Source: an optimization exercise on an open RTL-to-GDS flow (aim: small area, a short achievable clock period and few clock cycles per item). Production flows keep margins and buffers that such runs may drop.
At most, simulation tests tie the RTL to the original design; equivalence was not proved.
Power and IR drop assume default switching activity.

## before
==> flow/design.v (excerpt) <==
module lpc1_cksum (
    input  wire        clk,
    input  wire        rst,
    input  wire        cmd_valid,
    output wire        cmd_ready,
    input  wire [31:0] cmd_word,
    input  wire [31:0] cmd_len,
    input  wire [23:0] cmd_fcs_in,
    input  wire        in_valid,
    output wire        in_ready,
    input  wire [31:0] in_data,
    output reg         done,
    output wire [7:0]  code,
    output reg  [7:0]  last_op,
    output reg         match,
    output reg  [23:0] fcs_val,
    output reg  [23:0] fcs_rx,
    output reg  [16:0] fcs_cover,
    output reg  [16:0] out_len,
    output reg  [5:0]  crc6,
    output reg  [9:0]  crc10
);
    localparam [3:0] C_OK           = 4'b0_000;    
    localparam [3:0] C_FCS_MISMATCH = 4'b0_001;    
    localparam [3:0] C_NO_CRC       = 4'b0_010;    
    localparam [3:0] C_ERR_LEN      = 4'b1_000;    
    localparam [3:0] C_ERR_TYPE     = 4'b1_001;    
    localparam [3:0] C_ERR_OVERFLOW = 4'b1_011;    
    localparam [3:0] C_ERR_PARAM    = 4'b1_100;    
    localparam [3:0] C_ERR_CMD      = 4'b1_101;    
    reg        rdy;           
    reg        irdy;          
    reg        setup;         
    reg        o_calc, o_gen, o_chk, o_crc6, o_crc10, o_splice;
    reg        illegal;       
    reg        big;           
    reg        sup_ov;        
    reg [16:0] rem;           
    reg [3:0]  jb;            
    reg        ui_elig;       
    reg [31:0] wrot;          
    reg [23:0] prev;          
    reg [1:0]  cidx;          
    reg        wv;            
  ...
Size: roughly 220 flip-flops, about 13000 µm² of cells after synthesis.
export LEC_CHECK = 0
export CAP_MARGIN = 20
export CORE_MARGIN = 2
export CORE_UTILIZATION = 40
export CTS_CLUSTER_DIAMETER = 100
export CTS_CLUSTER_SIZE = 25
export SETUP_SLACK_MARGIN = 5
export SLEW_MARGIN = 20
export SYNTH_MEMORY_MAX_BITS = 8192
export TNS_END_PERCENT = 0
create_clock -name core_clock -period 8.0 [get_ports {clk}]
standard.sh (not shown) runs the stock make flow with config.mk's settings and CLKGATE_MAP_FILE= SYNTH_SCRIPT=/design/flow/synth_recipe.tcl, a recipe that flattens the netlist after the stock synthesis.
==> flow/flow/run.sh <==
#!/bin/bash
# The standard layout (the standard.sh: standard synthesis, floorplan,
# placement, CTS, routing), with the ports buffered by the smallest buffer
# (sky130_fd_sc_hd__buf_1) instead of the resizer's default delay cell;
# repair_design and repair_timing resize them where needed.
set -euo pipefail
export BUFFER_PORTS_ARGS="-buffer_cell sky130_fd_sc_hd__buf_1"
bash standard.sh finish SETUP_SLACK_MARGIN=5.4 TNS_END_PERCENT=0 > standard_flow.log 2>&1
The flow did not stop early for before: all stages ran, and the layout cleared the timing, DRC and antenna checks.
What after does differently from before at the input level:
-- flow/design.v --
<<< before, line 137
    reg        u0;            
    reg        u1;            
    reg        iu0;           
    reg        fcs_on;        
    reg        c10_on;        
>>> after, line 137
    reg        u0;            
    reg        u1;            
    reg [3:0]  jx;            
    reg        fcs_w;         
    reg        fcs_on;        
    reg        c10_on;        
<<< before, line 160
                               (cmd_len[3] & (cmd_len[2] | (cmd_len[1] & cmd_len[0])))));
    wire d_iu     = d_crc6 | d_crc10 | d_splice;
    wire d_words  = d_legal & (cmd_len[31:17] == 15'd0) &
                    (cmd_len[16] ? (cmd_len[15:0] == 16'd0) : (cmd_len[15:0] != 16'd0));
>>> after, line 161
                               (cmd_len[3] & (cmd_len[2] | (cmd_len[1] & cmd_len[0])))));
    wire d_iu     = d_crc6 | d_crc10 | d_splice;
    wire d_len_hi0 = (cmd_len[31:17] == 15'd0);
    wire d_le65533 = d_len_hi0 & ~cmd_len[16] & ~(&cmd_len[15:1]);
    wire d_ge3     = (|cmd_len[31:2]) | (&cmd_len[1:0]);
    wire d_fcs_w   = (d_calc & ~d_big) |
                     (d_gen & ~(cmd_word[8] & (|cmd_fcs_in)) & d_le65533) |
                     (d_chk & ~d_big & d_ge3);
    wire d_words  = d_legal & (cmd_len[31:17] == 15'd0) &
                    (cmd_len[16] ? (cmd_len[15:0] == 16'd0) : (cmd_len[15:0] != 16'd0));
<<< before, line 178
    wire ui_word = ui_elig & ui_pat;
    wire ui_next = (u0 & ui_pat) | u1;
    wire [3:0] jn = ui_next ? 4'b0010 : (iu0 ? 4'b0001 : jb);
    wire [3:0] t      = wrot[7:4];
    wire       t_none = (t == 4'd1);
>>> after, line 185
    wire ui_word = ui_elig & ui_pat;
    wire ui_next = (u0 & ui_pat) | u1;
    wire [3:0] jn = ui_next ? 4'b0010 : jx;
    wire [3:0] t      = wrot[7:4];
    wire       t_none = (t == 4'd1);
<<< before, line 194
    lpc1_crc24i u_init_1 (.j(4'b0010), .f(fcs_init_1));
    wire [23:0] fcs_init = ui_next ? fcs_init_1 : fcs_init_b;
    wire fcs_clr  = setup & ~illegal & ~big &
                    (o_calc | (o_gen & ~n_ovf & ~sup_ov) | (o_chk & ~n_lt3));
    wire fcs_load = ~rdy & (cidx == 2'd0) & (fcs_clr | fcs_on);
    wire [23:0] fcs_next;
>>> after, line 201
    lpc1_crc24i u_init_1 (.j(4'b0010), .f(fcs_init_1));
    wire [23:0] fcs_init = ui_next ? fcs_init_1 : fcs_init_b;
    wire fcs_clr  = setup & fcs_w;
    wire fcs_load = ~rdy & (cidx == 2'd0) & (fcs_clr | fcs_on);
    wire [23:0] fcs_next;
<<< before, line 226
            jb       <= d_jh;
            ui_elig  <= d_ui_elig;
        end
        if (rdy)
>>> after, line 232
            jb       <= d_jh;
            ui_elig  <= d_ui_elig;
            fcs_w    <= d_fcs_w;
        end
        if (rdy)
<<< before, line 236
            u0     <= d_ui_elig;
            u1     <= 1'b0;
            iu0    <= d_iu;
        end else if (fire) begin
            if (cidx != 2'd2)
>>> after, line 243
            u0     <= d_ui_elig;
            u1     <= 1'b0;
            jx     <= d_iu ? 4'b0001 : d_jh;
        end else if (fire) begin
            if (cidx != 2'd2)
<<< before, line 242
            u0  <= 1'b0;
            u1  <= u0 & ui_pat;
            iu0 <= 1'b0;
        end
        if (fcs_clr)
>>> after, line 249
            u0  <= 1'b0;
            u1  <= u0 & ui_pat;
            jx  <= jb;
        end
        if (fcs_clr)
==> comparison <==
after against before: hold slack held, first-pass GRT wire length went up about 2.4%, routed via count held, worst reg-to-reg path cell count went down 2, length of the first detailed-routing pass in iterations went down 3. Looking at clock buffer count, after sits below before. Final worst-path cycle share in after is 1.4 points lower than in before. Measured against each other, before and after differ in core occupancy in the finished layout, the lower figure coming from after. When the final numbers for before and after were put side by side, the number of sinks driven by the clock tree turned out to be greater in after. Max proportion of power drawn by the clock network across before and after: before. Run comparison: before commonest non-fill, non-tap cell in the layout sky130_fd_sc_hd__xnor2_1; after commonest non-fill, non-tap cell in the layout sky130_fd_sc_hd__buf_1. Higher number of non-clock inverters in the layout among before and after: after. The share of the synthesized netlist area taken by xor and xnor gates of after is higher than that of before.
No functional check of the RTL was part of any run of this note.

========
lpc1_cksum, a different RTL version from the one above (not shown whole).
Size in the first run: ~220 flip-flops, roughly 240 I/O pins.
==> flow/config.mk <==
export PLATFORM = sky130hd
export DESIGN_NAME = lpc1_cksum
export DESIGN_NICKNAME = lpc1_cksum
export VERILOG_FILES = /design/flow/design.v
export SDC_FILE = /design/flow/constraint.sdc
export NUM_CORES = 4
export LEC_CHECK = 0
export CAP_MARGIN = 20
export CORE_MARGIN = 2
export CORE_UTILIZATION = 40
export CTS_CLUSTER_DIAMETER = 100
export CTS_CLUSTER_SIZE = 25
export PLACE_DENSITY = 0.75
export SETUP_SLACK_MARGIN = 5
export SLEW_MARGIN = 20
export SYNTH_HIERARCHICAL = 1
export SYNTH_MEMORY_MAX_BITS = 8192
export SYNTH_MINIMUM_KEEP_SIZE = 0
export TNS_END_PERCENT = 0
==> flow/constraint.sdc <==
create_clock -name core_clock -period 8.0 [get_ports {clk}]
set_input_delay 1.6000 -clock core_clock [delete_from_list [all_inputs] [get_ports {clk}]]
set_output_delay 1.6000 -clock core_clock [all_outputs]
set_load 0.01 [all_outputs]
==> flow/flow/run.sh <==
#!/bin/bash
set -euo pipefail
export BUFFER_PORTS_ARGS="-buffer_cell sky130_fd_sc_hd__buf_1"
bash standard.sh finish SETUP_SLACK_MARGIN=5.4 TNS_END_PERCENT=0 > standard_flow.log 2>&1
Testbench counts at the start, summed over its fixed seeds: cycles 10,251, items 384.
Change:
--- a/flow/design.v
+++ b/flow/design.v
@@ -626,16 +626,17 @@
     reg        wlast;         
     reg        ui;            
     reg        u0;            
     reg        u1;            
     reg        iu0;           
     reg        fcs_w;         
     reg        c10_on;        
     reg        cmpx;          
+    reg        fcs_step;      
     reg  [3:0] code_q;
     assign code = {3'b000, code_q[3], 1'b0, code_q[2:0]};
     assign cmd_ready = rdy;
     assign in_ready  = irdy;
     wire d_calc   = (cmd_word == 32'h0000_0001);
     wire d_gen    = (cmd_word == 32'h0000_0002) || (cmd_word == 32'h0000_0102);
     wire d_chk    = (cmd_word == 32'h0000_0003);
     wire d_crc6   = (cmd_word == 32'h0000_0010);
@@ -697,18 +698,18 @@
     wire [23:0] fcs_init_b = ({24{jb[1]}} & FCS_INIT1) | ({24{jb[2]}} & FCS_INIT2) |
                              ({24{jb[3]}} & FCS_INIT3);
     wire [23:0] fcs_init   = ui_next ? FCS_INIT1 : fcs_init_b;
     wire fcs_load = ~rdy & (cidx == 2'd0) & fcs_w & ~illegal & ~big;
     wire [23:0] fcs_next;
     lpc1_crc24w u_crc24 (.f(fcs_val), .x(wrot), .fn(fcs_next));
     wire [9:0] crc10_next;
     lpc1_crc10w u_crc10 (.c(crc10), .x(wrot), .cn(crc10_next));
-    wire fcs_step = wv & fcs_w & ~(ui & ~wfirst & ~wsecond) &
-                    ~(o_chk & wlast & n_ragged);
+    wire fcs_take = fcs_w & ~(ui & (cidx == 2'd2)) &
+                    ~(o_chk & n_ragged & ~more_after);
     wire c10_step = wv & c10_on & ~wfirst;
     wire        chk_cmp = o_chk & fcs_w &
                           ((wv & wlast & n_ragged) | cmpx);
     wire [23:0] rx_word = wrot[23:0];
     wire        rx_eq   = (fcs_val == rx_word);
     always @(posedge clk) begin
         wrot <= rot;
         if (fire)
@@ -754,16 +755,17 @@
             c10_on <= 1'b0;
         else if (wv & wfirst & iuup & t_ok & ~(wlast & n_ragged))
             c10_on <= 1'b1;
     end
     always @(posedge clk) begin
         if (rst) begin
             rdy       <= 1'b1;
             irdy      <= 1'b0;
+            fcs_step  <= 1'b0;
             setup     <= 1'b0;
             wv        <= 1'b0;
             cmpx      <= 1'b0;
             done      <= 1'b0;
             code_q    <= 4'h0;
             last_op   <= 8'h00;
             match     <= 1'b0;
             fcs_val   <= 24'h0;
@@ -772,16 +774,17 @@
             out_len   <= 17'h0;
             crc6      <= 6'h0;
             crc10     <= 10'h0;
         end else begin
             done  <= 1'b0;
             setup <= accept;
             cmpx  <= 1'b0;
             wv    <= fire;
+            fcs_step <= fire & fcs_take;
             if (accept) begin
                 rdy     <= 1'b0;
                 last_op <= cmd_word[7:0];
             end
             if (rdy)
                 irdy <= cmd_valid & d_words;
             else if (in_valid)
                 irdy <= irdy & more_after;
Total power came out higher by 2.2%.
Count of clock-buffer cells in the layout came out higher by 3.
Design area came out higher by 0.65%.
Wire length came out lower by 1.2%.
Sequential cell count stays the same.
Global-route usage came out higher by 0.38 points.
Worst setup slack got worse by 0.021 ns.
Testbench counts after the change, summed over its fixed seeds: cycles 10,251, items 384.

========
Another version of the RTL of lpc1_cksum (not shown whole).
For scale: about 1500 cells after synthesis, roughly 220 flip-flops, ~240 I/O pins, ~13000 sq um of cells after synthesis.
==> flow/config.mk <==
export PLATFORM = sky130hd
export DESIGN_NAME = lpc1_cksum
export DESIGN_NICKNAME = lpc1_cksum
export VERILOG_FILES = /design/flow/design.v
export SDC_FILE = /design/flow/constraint.sdc
export NUM_CORES = 4
export LEC_CHECK = 0
export CAP_MARGIN = 20
export CORE_MARGIN = 2
export CORE_UTILIZATION = 40
export CTS_CLUSTER_DIAMETER = 100
export CTS_CLUSTER_SIZE = 25
export SETUP_SLACK_MARGIN = 5
export SLEW_MARGIN = 20
export SYNTH_HIERARCHICAL = 1
export SYNTH_MEMORY_MAX_BITS = 8192
export SYNTH_MINIMUM_KEEP_SIZE = 0
export TNS_END_PERCENT = 0
==> flow/constraint.sdc <==
create_clock -name core_clock -period 8.0 [get_ports {clk}]
set_input_delay 1.6000 -clock core_clock [delete_from_list [all_inputs] [get_ports {clk}]]
set_output_delay 1.6000 -clock core_clock [all_outputs]
set_load 0.01 [all_outputs]
==> flow/flow/run.sh <==
#!/bin/bash
# The standard layout (the standard.sh: standard synthesis, floorplan,
# placement, CTS, routing), with the ports buffered by the smallest buffer
# (sky130_fd_sc_hd__buf_1) instead of the resizer's default delay cell;
# repair_design and repair_timing resize them where needed.
set -euo pipefail
export BUFFER_PORTS_ARGS="-buffer_cell sky130_fd_sc_hd__buf_1"
bash standard.sh finish SETUP_SLACK_MARGIN=5.4 TNS_END_PERCENT=0 > standard_flow.log 2>&1
Next try:
--- a/flow/design.v
+++ b/flow/design.v
@@ -681,28 +681,28 @@
     wire [5:0] crc6_word;
     lpc1_crc6h u_crc6 (.x(wrot[15:0]), .c(crc6_word));
     wire       crc6_wr = wv & wfirst &
                          ((o_crc6 & ~n_lt2) | (o_splice & t_ok & ~n_lt4));
     wire [31:0] rot = ({32{jn[0]}} & in_data) |
                       ({32{jn[1]}} & {in_data[23:0], prev[23:16]}) |
                       ({32{jn[2]}} & {in_data[15:0], prev[23:8]}) |
                       ({32{jn[3]}} & {in_data[7:0], prev[23:0]});
     localparam [23:0] FCS_INIT0 = 24'h000000, FCS_INIT1 = 24'h7016E8,
                       FCS_INIT2 = 24'hC7030A, FCS_INIT3 = 24'h53F40E;
     wire [23:0] fcs_init_b = ({24{jb[1]}} & FCS_INIT1) | ({24{jb[2]}} & FCS_INIT2) |
                              ({24{jb[3]}} & FCS_INIT3);
-    wire [23:0] fcs_init   = ui ? FCS_INIT1 : fcs_init_b;
+    wire [23:0] fcs_init   = ui_next ? FCS_INIT1 : fcs_init_b;
+    wire fcs_load = ~rdy & (cidx == 2'd0) & fcs_w;
     wire [23:0] fcs_next;
-    wire [23:0] fcs_cur = wfirst ? fcs_init : fcs_val;
-    lpc1_crc24w u_crc24 (.f(fcs_cur), .x(wrot), .fn(fcs_next));
+    lpc1_crc24w u_crc24 (.f(fcs_val), .x(wrot), .fn(fcs_next));
     wire [9:0] crc10_next;
     lpc1_crc10w u_crc10 (.c(crc10), .x(wrot), .cn(crc10_next));
     wire fcs_step = wv & fcs_w & ~(ui & ~wfirst & ~wsecond) &
                     ~(o_chk & wlast & n_ragged);
     wire c10_step = wv & c10_on & ~wfirst;
     wire        chk_cmp = o_chk & fcs_w &
                           ((wv & wlast & n_ragged) | cmpx);
     wire [23:0] rx_word = wrot[23:0];
     wire        rx_eq   = (fcs_val == rx_word);
     always @(posedge clk) begin
         wrot <= rot;
         if (fire)
@@ -817,26 +817,26 @@
                             fcs_cover <= n - 17'd3;
                     end
                     if (o_crc6)
                         code_q <= n_lt2 ? C_ERR_LEN : C_OK;
                     if (o_crc10)
                         code_q <= C_ERR_LEN;    
                     if (o_splice) begin
                         code_q  <= C_ERR_LEN;
                         out_len <= n;         
                     end
                 end
             end
-            if (setup & fcs_w)
-                fcs_val <= 24'h0;
+            if (fcs_load)
+                fcs_val <= fcs_init;
             if (crc6_wr)
                 crc6 <= crc6_word;
             if (fcs_step)
                 fcs_val <= fcs_next;
             if (c10_step)
                 crc10 <= crc10_next;
             if (wv & wfirst) begin
                 if (ui & fcs_w)
                     fcs_cover <= 17'd7;
                 if (iuup) begin
                     if (t_none) begin
                         code_q <= C_NO_CRC;
Worst hold slack is about the same.
Area after synthesis went up by 1.7%.
Design area went up by 1.6%.
Final cell count hardly moves.
Global-route usage went down by 0.16 points.
Flip-flop and latch count is unchanged.
Synthesized cell count went up by 1.3%.
Setup slack is better by 0.17 ns.
Die area went up by 1.6%.
Non-clock buffer count went down by 14.
Total power went down by 4.6%.
Utilization went up by 0.26 points.
First-iteration DRC count went up by 15%.
No functional check of the RTL was part of any run of this note.

port drivers added, routing unchanged:
The flow's constraints put no driver on any port. The routed layouts listed below were extracted and timed again, unchanged, in two steps.
Step 1: set_driving_cell puts a clkbuf_16 on clk and a buf_2 on each other input, an assumption about the parent block.
Step 2 adds t to the input delays and takes it off the output delays; t is the mean of the earliest and latest rising clock arrival at the registers after step 1. Input paths then give back, and output paths get back, about the clock's delay inside the block.
Slacks: ideal / step 1 / step 2; pairs: ideal / step 1.
run	t, ns	setup WS [ns]	worst setup path after step 2	slew at the worst register clock pin (ns)
before	0.535	5.089 / 5.089 / 4.621	input to register	0.11 / 0.11
after	0.542	5.200 / 5.200 / 4.670	input to register	0.10 / 0.10
the first run of note 2	0.532	5.249 / 5.217 / 4.751	input to register	0.11 / 0.11
the second run of note 2	0.534	5.228 / 5.228 / 4.750	input to register	0.10 / 0.10
the first run of note 3	0.536	4.968 / 4.998 / 4.462	input to register	0.11 / 0.11
the second run of note 3	0.548	5.133 / 5.144 / 4.619	input to register	0.11 / 0.11
After both steps setup and hold are still met in every run listed. For after, which loses most, drivers alone change the setup slack by 0.000 ns; drivers and shift together by -0.530 ns.
